What follows belongs to an exercise in optimizing a design on an open flow for small area, a short achievable clock period and few clock cycles per item; a production flow would make more cautious choices. RTL that was checked went through simulation tests only; none was proved equivalent to the original.

## olivia_fec_decoder
module olivia_fec_decoder (
    input  wire        clk,
    input  wire        rst,
    input  wire        in_valid,
    output wire        in_ready,
    input  wire [3:0]  in_bps,
    input  wire [47:0] in_soft,
    output wire        out_valid,
    input  wire        out_ready,
    output wire [6:0]  out_char,
    output wire [2:0]  out_index,
    output wire [11:0] out_peak,
    output wire        out_last
);
    localparam [63:0] SCRAMBLING_CODE = 64'hE257E6D0291574EC;
    localparam integer NCRED = 4;    
    function [63:0] scr_tab;
        input integer s;
        integer i, m;
        begin
            for (i = 0; i < 8; i = i + 1)
                for (m = 0; m < 8; m = m + 1)
                    scr_tab[8*i + m] = SCRAMBLING_CODE[(8*s + m + 13*i) % 64];
        end
    endfunction
    genvar s, p, q, x, j;
    reg        rdy;           
    reg [5:0]  ld_t;          
    reg [7:0]  ld_s;          
    reg [7:0]  ld_pm;         
    reg [7:0]  ld_pg;         
    reg [7:0]  ld_mh;         
    reg [2:0]  ld_bm1;        
    reg [7:0]  we;            
    reg [23:0] xsel;          
    reg        dc_busy;       
    reg [2:0]  dc_bm1;        
    reg [7:0]  dc_bh;         
    reg [7:0]  dc_ih;         
  ...
export LEC_CHECK = 0
export CAP_MARGIN = 10
export CORE_MARGIN = 2
export CORE_UTILIZATION = 55
export PLACE_DENSITY = 0.75
export SLEW_MARGIN = 10
create_clock -name core_clock -period 10.0 [get_ports {clk}]
standard.sh (not shown) runs the stock make flow with config.mk's settings and CLKGATE_MAP_FILE= SYNTH_SCRIPT=/design/flow/synth_recipe.tcl, a recipe that flattens the netlist after the stock synthesis.
==> flow/flow/run.sh <==
#!/bin/bash
# Standard layout with: buf_4 port buffers, no dummy clock loads, clock sink clusters of up to 28 sinks within 60 um,
# and timing repair aiming for 6.9 ns of setup slack.
set -euo pipefail
export BUFFER_PORTS_ARGS="-buffer_cell sky130_fd_sc_hd__buf_4"
export CTS_ARGS="-sink_clustering_enable -repair_clock_nets -dont_use_dummy_load -sink_clustering_size 28 -sink_clustering_max_diameter 60"
export SETUP_SLACK_MARGIN=6.9
bash standard.sh > standard.log 2>&1
Testbench counts at the start, summed over its fixed seeds: cycles 35,440, chars 1,720.
Change:
Settings changed: CORE_UTILIZATION 55 to 35, PLACE_DENSITY 0.75 to 0.55.
Outcome: The changed run produced a clean layout. Design area goes up by a few percent. Area after synthesis does not change. Worst setup slack improved by 0.037 ns. Global-route usage goes down by 7.6 points. Routed wire length climbs by a few percent. Synthesized cell count stays the same. Clock-buffer cell count is higher by 71. Utilization came out lower by 21 points. Critical path depth does not change.
Change:
Settings changed: CAP_MARGIN 10 to 40, SLEW_MARGIN 10 to 20.
Synthesized cell count is unchanged.
Die area stays the same.
Change:
Settings changed: CORE_UTILIZATION 35 to 55, PLACE_DENSITY 0.55 to 0.75.
What happened: Synthesized cell count is unchanged. Final cell count fell by 12%. Design area fell by 2.8%. Setup slack gets worse by 0.0054 ns.

========
== job 101 ==
olivia_fec_decoder, a different RTL version from the one above (not shown whole).
Size in the first run: about 11000 cells after synthesis, ~4300 flip-flops, roughly 81 I/O pins, about 0.13 mm^2 of cells after synthesis.
Settings: LEC_CHECK=0, CAP_MARGIN=40, CORE_MARGIN=2, CORE_UTILIZATION=35, PLACE_DENSITY=0.55, SLEW_MARGIN=20; clock period 10.0 ns.
==> flow/flow/run.sh <==
#!/bin/bash
# Standard layout with: buf_4 port buffers, no dummy clock loads, clock sink clusters of up to 28 sinks within 60 um,
# and timing repair aiming for 6.8 ns of setup slack.
set -euo pipefail
export BUFFER_PORTS_ARGS="-buffer_cell sky130_fd_sc_hd__buf_4"
export CTS_ARGS="-sink_clustering_enable -repair_clock_nets -dont_use_dummy_load -sink_clustering_size 28 -sink_clustering_max_diameter 60"
export SETUP_SLACK_MARGIN=6.8
bash standard.sh > standard.log 2>&1
Relative to job 101, the following input files were edited for job 102:
==> flow/flow/run.sh <==
#!/bin/bash
# Standard layout with: buf_4 port buffers, no dummy clock loads, clock sink clusters of up to 28 sinks within 60 um,
# and timing repair aiming for 6.9 ns of setup slack.
set -euo pipefail
export BUFFER_PORTS_ARGS="-buffer_cell sky130_fd_sc_hd__buf_4"
export CTS_ARGS="-sink_clustering_enable -repair_clock_nets -dont_use_dummy_load -sink_clustering_size 28 -sink_clustering_max_diameter 60"
export SETUP_SLACK_MARGIN=6.9
bash standard.sh > standard.log 2>&1
==> run notes <==
Job 102 ends up with a hold slack that is 0.052 ns lower than in job 101. Number of detailed-routing iterations run before antenna repair, job 101 and job 102: higher on job 101. Changes observed in job 102 relative to job 101: final critical-path required period lower; via count higher. Post-CTS setup repair buffer count on job 102 is up relative to job 101. Looking only at aggregate routed wire length, and setting everything else aside, the lower value of job 101 and job 102 goes to job 101. Against job 101, post-layout instance area in job 102 rose slightly. Re count of buffering cells on the critical path with inverters included: job 101 and job 102 aren't equal, and the lower value belongs to job 102.
No functional check of the RTL was part of any run of this note.

========
== v28 ==
olivia_fec_decoder, a different RTL version from the one above (not shown whole).
Size in the first run: ~11000 cells after synthesis, roughly 4500 flip-flops, about 81 I/O pins.
Settings: LEC_CHECK=0, CAP_MARGIN=40, CORE_MARGIN=2, CORE_UTILIZATION=35, PLACE_DENSITY=0.55, SLEW_MARGIN=20; clock period 10.0 ns.
==> flow/flow/run.sh <==
#!/bin/bash
# Standard layout with: buf_4 port buffers, no dummy clock loads, clock sink clusters of up to 28 sinks within 60 um,
# and timing repair aiming for 7.0 ns of setup slack.
set -euo pipefail
export BUFFER_PORTS_ARGS="-buffer_cell sky130_fd_sc_hd__buf_4"
export CTS_ARGS="-sink_clustering_enable -repair_clock_nets -dont_use_dummy_load -sink_clustering_size 28 -sink_clustering_max_diameter 60"
export SETUP_SLACK_MARGIN=7.0
bash standard.sh > standard.log 2>&1
Having completed the whole flow, v28 delivered a layout that passed the timing, DRC and antenna checks.
Testbench counts of v28, summed over its fixed seeds: cycles 35,480, chars 1,720.
Input changes introduced in v11 (baseline for comparison: v28):
==> flow/flow/run.sh <==
#!/bin/bash
# Standard layout with: buf_4 port buffers, no dummy clock loads, clock sink clusters of up to 28 sinks within 60 um,
# and timing repair aiming for 6.8 ns of setup slack.
set -euo pipefail
export BUFFER_PORTS_ARGS="-buffer_cell sky130_fd_sc_hd__buf_4"
export CTS_ARGS="-sink_clustering_enable -repair_clock_nets -dont_use_dummy_load -sink_clustering_size 28 -sink_clustering_max_diameter 60"
export SETUP_SLACK_MARGIN=6.8
bash standard.sh > standard.log 2>&1
Delta (v11 minus v28): global-route usage roughly the same; via count lower; aggregate routed wire length lower.
Measured against each other, v11 and v28 differ in pin slew with the least headroom to its limit, the lower figure coming from v11.
v11 completed every stage of the flow, and the final layout passed the timing, DRC and antenna checks.
In v11, the routability-driven placement congestion ratio came out about 0.8% below the value in v28.
Tightest hold margin in v11 is 0.011 ns above v28.
#### Input delta (v32 over v11)
==> flow/flow/run.sh <==
#!/bin/bash
# Standard layout with: buf_4 port buffers, clkbuf_8 clock buffers, no dummy
# clock loads, clock sink clusters of up to 20 sinks within 50 um, and timing
# repair aiming for 6.8 ns of setup slack.
set -euo pipefail
export BUFFER_PORTS_ARGS="-buffer_cell sky130_fd_sc_hd__buf_4"
export CTS_ARGS="-sink_clustering_enable -repair_clock_nets -dont_use_dummy_load -buf_list sky130_fd_sc_hd__clkbuf_8 -sink_clustering_size 20 -sink_clustering_max_diameter 50"
export SETUP_SLACK_MARGIN=6.8
bash standard.sh > standard.log 2>&1
==> run notes <==
The final layout from v32, which completed every stage, passed the timing, DRC and antenna checks at the end of the flow.
Share of cell area taken by muxes after synthesis: v32 vs v11 identical
Smallest setup slack after layout is higher on v11
Between v32 and v11, it is v32 whose area added between synthesis and finish is lower, by 1.6 points.
Against v11 as the reference, v32 delivers a higher sequential share of layout area.
Compared with v11, v32 shows clock-cell share of area lower by 1.4 points.
The higher antenna diode count of v11 and v32 is in v32.
On overall routing resource usage, v32 tracks v11 almost exactly.
Routed wire length essentially unchanged between v32 and v11.
When v32 is set beside v11, its met3 layer usage reported by global route turns out to be 0.32 points larger.
From v32 to v11, register bit total from synthesis did not move at all.
What v37 does differently from v32 at the input level:
==> flow/flow/run.sh <==
#!/bin/bash
# Standard layout with: buf_4 port buffers, no dummy clock loads,
# and timing repair aiming for 6.6 ns of setup slack.
set -euo pipefail
export BUFFER_PORTS_ARGS="-buffer_cell sky130_fd_sc_hd__buf_4"
export CTS_ARGS="-sink_clustering_enable -repair_clock_nets -dont_use_dummy_load"
export SETUP_SLACK_MARGIN=6.6
bash standard.sh > standard.log 2>&1
==> comparison <==
- Across both runs, first-iteration DRC count was lower for v37 than for v32.
- On later-pin clock latency in the skew report: between v32 and v37, it ends up lower for v37.
- Against v32, v37 comes in about 1% higher on first-pass GRT wire length.
- Worst setup slack in v37 vs v32: up 0.075 ns
- Proportion of register bits with asynchronous set or reset after synthesis: v32 vs v37 identical
- v37 reports its launch point of the worst path as rdy$_SDFF_PP0_ while v32 reports od[2]$_DFF_P_.

========
olivia_fec_decoder, a different RTL version from the one above (not shown whole).
Size: roughly 81 I/O pins, roughly 130,000 um2 of cells after synthesis.
clock: 10.0 ns
lec_check: 0
cap_margin: 40
core_margin: 2
core_utilization: 35
place_density: 0.55
slew_margin: 20
==> flow/flow/run.sh <==
#!/bin/bash
# Standard layout with: buf_4 port buffers, no dummy clock loads, clock sink clusters of up to 32 sinks within 64 um,
# and timing repair aiming for 6.8 ns of setup slack.
set -euo pipefail
export BUFFER_PORTS_ARGS="-buffer_cell sky130_fd_sc_hd__buf_4"
export CTS_ARGS="-sink_clustering_enable -repair_clock_nets -dont_use_dummy_load -sink_clustering_size 32 -sink_clustering_max_diameter 64"
export SETUP_SLACK_MARGIN=6.8
bash standard.sh > standard.log 2>&1
Testbench counts at the start, summed over its fixed seeds: cycles 35,472, chars 1,720.
Next try:
==> flow/flow/run.sh (replaced) <==
#!/bin/bash
# Standard layout with: buf_4 port buffers, no dummy clock loads, clock sink clusters of up to 28 sinks within 60 um,
# and timing repair aiming for 6.8 ns of setup slack.
set -euo pipefail
export BUFFER_PORTS_ARGS="-buffer_cell sky130_fd_sc_hd__buf_4"
export CTS_ARGS="-sink_clustering_enable -repair_clock_nets -dont_use_dummy_load -sink_clustering_size 28 -sink_clustering_max_diameter 60"
export SETUP_SLACK_MARGIN=6.8
bash standard.sh > standard.log 2>&1
--- a/flow/config.mk
+++ b/flow/config.mk
@@ -9,4 +9,4 @@
 export CORE_MARGIN = 2
-export CORE_UTILIZATION = 35
-export PLACE_DENSITY = 0.55
+export CORE_UTILIZATION = 45
+export PLACE_DENSITY = 0.65
 export SLEW_MARGIN = 20
Outcome:
- core utilization climbs by 10 points
- setup slack hardly moves
- cell area falls slightly
- wire length went down by a few percent
- clock skew goes up by 0.0073 ns
- die area went down by about a fifth
- sequential cell count is unchanged
- fmax is about the same
- cell count fell by a few percent

========
Another version of the RTL of olivia_fec_decoder (not shown whole).
Size: roughly 10,000 cells after synthesis, roughly 4,400 flip-flops.
export LEC_CHECK = 0
export CAP_MARGIN = 40
export CORE_MARGIN = 2
export CORE_UTILIZATION = 35
export PLACE_DENSITY = 0.55
export SLEW_MARGIN = 20
create_clock -name core_clock -period 10.0 [get_ports {clk}]
==> flow/flow/run.sh <==
#!/bin/bash
# Standard layout, with the ports buffered by buf_4 cells instead of the
# default buffer choice.
set -euo pipefail
export BUFFER_PORTS_ARGS="-buffer_cell sky130_fd_sc_hd__buf_4"
bash standard.sh > standard.log 2>&1
The starting point finished clean.
Rerun with:
==> flow/run.sh (new file) <==
#!/bin/bash
# synth_recipe.tcl (not shown) runs the flow's synth.tcl, then flattens the netlist and writes it again
# the make line also repeats each setting of config.mk as NAME=value (left out here)
make -C /OpenROAD-flow-scripts/flow DESIGN_CONFIG=/design/flow/config.mk WORK_HOME=/design/flow/orfs CLKGATE_MAP_FILE= SYNTH_SCRIPT=/design/flow/synth_recipe.tcl finish
removed: flow/flow/run.sh
removed: flow/standard.sh
Outcome:
- The new run completed with no timing, DRC or antenna violations
- first-iteration DRC count decreases slightly
- non-clock buffer count decreases by 2
- synthesized cell count is unchanged
Function was not checked in any run of this note: the RTL went through the layout flow alone.

========
## v24
Another version of the RTL of olivia_fec_decoder (not shown whole).
Size in the first run: ~120000 um^2 of cells after synthesis.
## olivia_fec_decoder
module olivia_fec_decoder (
    input  wire        clk,
    input  wire        rst,
    input  wire        in_valid,
    output wire        in_ready,
    input  wire [3:0]  in_bps,
    input  wire [47:0] in_soft,
    output wire        out_valid,
    input  wire        out_ready,
    output wire [6:0]  out_char,
    output wire [2:0]  out_index,
    output wire [11:0] out_peak,
    output wire        out_last
);
    localparam [63:0] SCRAMBLING_CODE = 64'hE257E6D0291574EC;
    localparam integer NCRED = 3;    
    function [63:0] scr_tab;
        input integer s;
        integer i, m;
        begin
            for (i = 0; i < 8; i = i + 1)
                for (m = 0; m < 8; m = m + 1)
                    scr_tab[8*i + m] = SCRAMBLING_CODE[(8*s + m + 13*i) % 64];
        end
    endfunction
    genvar s, p, q, x, j;
    reg        rdy;           
    reg [5:0]  ld_t;          
    reg [7:0]  ld_s;          
    reg [7:0]  ld_pm;         
    reg [7:0]  ld_pg;         
    reg [7:0]  ld_mh;         
    reg [2:0]  ld_bm1;        
    reg [7:0]  we;            
    reg [23:0] xsel;          
    reg        dc_busy;       
    reg [2:0]  dc_bm1;        
    reg [7:0]  dc_bh;         
    reg [7:0]  dc_ih;         
    reg [7:0]  dc_mh;         
    reg [7:0]  dc_gh;         
    reg        win;           
    reg        dc_last;       
    reg [NCRED-1:0] cred;     
    reg [7:0]  neg;           
    reg [7:0]  neg4;          
    wire fire = in_valid & rdy;
    reg  [2:0] in_bm1;
    always @(*) begin
        case (in_bps)
            4'd0, 4'd1: in_bm1 = 3'd0;
            4'd2:       in_bm1 = 3'd1;
            4'd3:       in_bm1 = 3'd2;
            4'd4:       in_bm1 = 3'd3;
            4'd5:       in_bm1 = 3'd4;
            4'd6:       in_bm1 = 3'd5;
            4'd7:       in_bm1 = 3'd6;
            default:    in_bm1 = 3'd7;
        endcase
    end
    wire [2:0] dc_m = {dc_mh[4] | dc_mh[5] | dc_mh[6] | dc_mh[7],
                       dc_mh[2] | dc_mh[3] | dc_mh[6] | dc_mh[7],
                       dc_mh[1] | dc_mh[3] | dc_mh[5] | dc_mh[7]};
    wire [7:0] phi  = {dc_mh[5:0], dc_mh[7:6]};
    wire       win_end = win & dc_mh[7];
    wire       out_fire;
    wire       cred_ok = cred[0];
    wire       t0      = (ld_t == 6'd0);
    wire       t63     = (ld_t == 6'd63);
    wire       done    = fire & t63;     
  ...
==> flow/config.mk <==
export PLATFORM = sky130hd
export DESIGN_NAME = olivia_fec_decoder
export DESIGN_NICKNAME = olivia_fec_decoder
export VERILOG_FILES = /design/flow/design.v
export SDC_FILE = /design/flow/constraint.sdc
export NUM_CORES = 8
export LEC_CHECK = 0
export CAP_MARGIN = 10
export CORE_MARGIN = 2
export CORE_UTILIZATION = 55
export PLACE_DENSITY = 0.72
export SLEW_MARGIN = 10
==> flow/constraint.sdc <==
create_clock -name core_clock -period 10.0 [get_ports {clk}]
set_input_delay 2.0000 -clock core_clock [delete_from_list [all_inputs] [get_ports {clk}]]
set_output_delay 2.0000 -clock core_clock [all_outputs]
set_load 0.01 [all_outputs]
==> flow/flow/run.sh <==
#!/bin/bash
# Standard layout with: buf_4 port buffers, no dummy clock loads, clock sink clusters of up to 28 sinks within 60 um,
# and timing repair aiming for 6.9 ns of setup slack.
set -euo pipefail
export BUFFER_PORTS_ARGS="-buffer_cell sky130_fd_sc_hd__buf_4"
export CTS_ARGS="-sink_clustering_enable -repair_clock_nets -dont_use_dummy_load -sink_clustering_size 28 -sink_clustering_max_diameter 60"
export SETUP_SLACK_MARGIN=6.9
bash standard.sh > standard.log 2>&1
v24 | status: complete | timing, DRC, antenna: pass
Testbench counts of v24, summed over its fixed seeds: cycles 35,432, chars 1,720.
Edits applied to the flow inputs when going from v24 to v27:
Settings: swapping 55 for 50 in CORE_UTILIZATION; swapping 0.72 for 0.74 in PLACE_DENSITY.
### Flow results
Compared with v24, in v27 count of clock buffers in the final design dropped 2, final area barely changed, area of the core climbed 9.8%. v24 ended up with out_peak[4] as its end of the critical path; v27 ended up with in_ready.
#### Input delta (v5 over v27)
Settings: changing CORE_UTILIZATION from 50 to 45; changing PLACE_DENSITY from 0.74 to 0.62.
Findings:
- Against v27, v5 comes in 5.1 points lower on initial core utilization.
- Going from v27 to v5, first-pass detailed-route iteration total decreased 3, maximum buffer depth of the clock tree now sits higher, global-route usage went down.
- Fmax: v5 vs v27, no meaningful difference
- The clock buffer count in v5 was higher than what v27 gave.
- ~same clock-pin transition on the worst setup and hold timing paths in v27 and v5

## afterwards: timing with drivers on the ports
Ports are ideal in the flow. The routed layouts listed here were re-timed in OpenROAD.
Step 1: set_driving_cell puts a clkbuf_16 on clk and a buf_2 on each other input, an assumption about the parent block.
Step 2 adds t to the input delays and takes it off the output delays; t is the mean of the earliest and latest rising clock arrival at the registers after step 1. Input paths then give back, and output paths get back, about the clock's delay inside the block.
Slacks: no drivers / after step 1 / after step 2; pairs: no drivers / after step 1.
run | t (ns) | slack for setup (ns) | worst setup path at the end
the first run of note 1 | 0.947 | 6.618 / 6.524 / 6.027 | input to register
the second run of note 1 | 0.942 | 6.655 / 6.561 / 6.106 | input to register
the third run of note 1 | 0.943 | 6.639 / 6.545 / 5.995 | input to register
the fourth run of note 1 | 0.932 | 6.634 / 6.543 / 6.096 | input to register
job 101 | 0.988 | 6.542 / 6.499 / 5.523 | input to register
job 102 | 0.999 | 6.548 / 6.478 / 5.560 | input to register
v28 | 0.954 | 6.617 / 6.522 / 6.109 | input to register
v11 | 0.964 | 6.636 / 6.543 / 5.918 | input to register
v32 | 1.103 | 6.445 / 6.356 / 5.932 | input to register
v37 | 0.994 | 6.520 / 6.428 / 5.784 | input to register
the first run of note 4 | 0.975 | 6.562 / 6.460 / 5.879 | input to register
the second run of note 4 | 0.945 | 6.561 / 6.470 / 6.026 | input to register
the first run of note 5 | 1.012 | 6.244 / 6.230 / 5.508 | input to register
the second run of note 5 | 0.998 | 5.800 / 5.707 / 5.072 | input to register
v24 | 0.907 | 6.654 / 6.567 / 6.048 | input to register
v27 | 0.920 | 6.653 / 6.560 / 6.023 | input to register
v5 | 0.941 | 6.660 / 6.566 / 6.056 | input to register
After both steps every run listed still meets setup and hold. For job 101, which loses most, drivers alone change the setup slack by -0.043 ns; drivers and shift together by -1.019 ns.
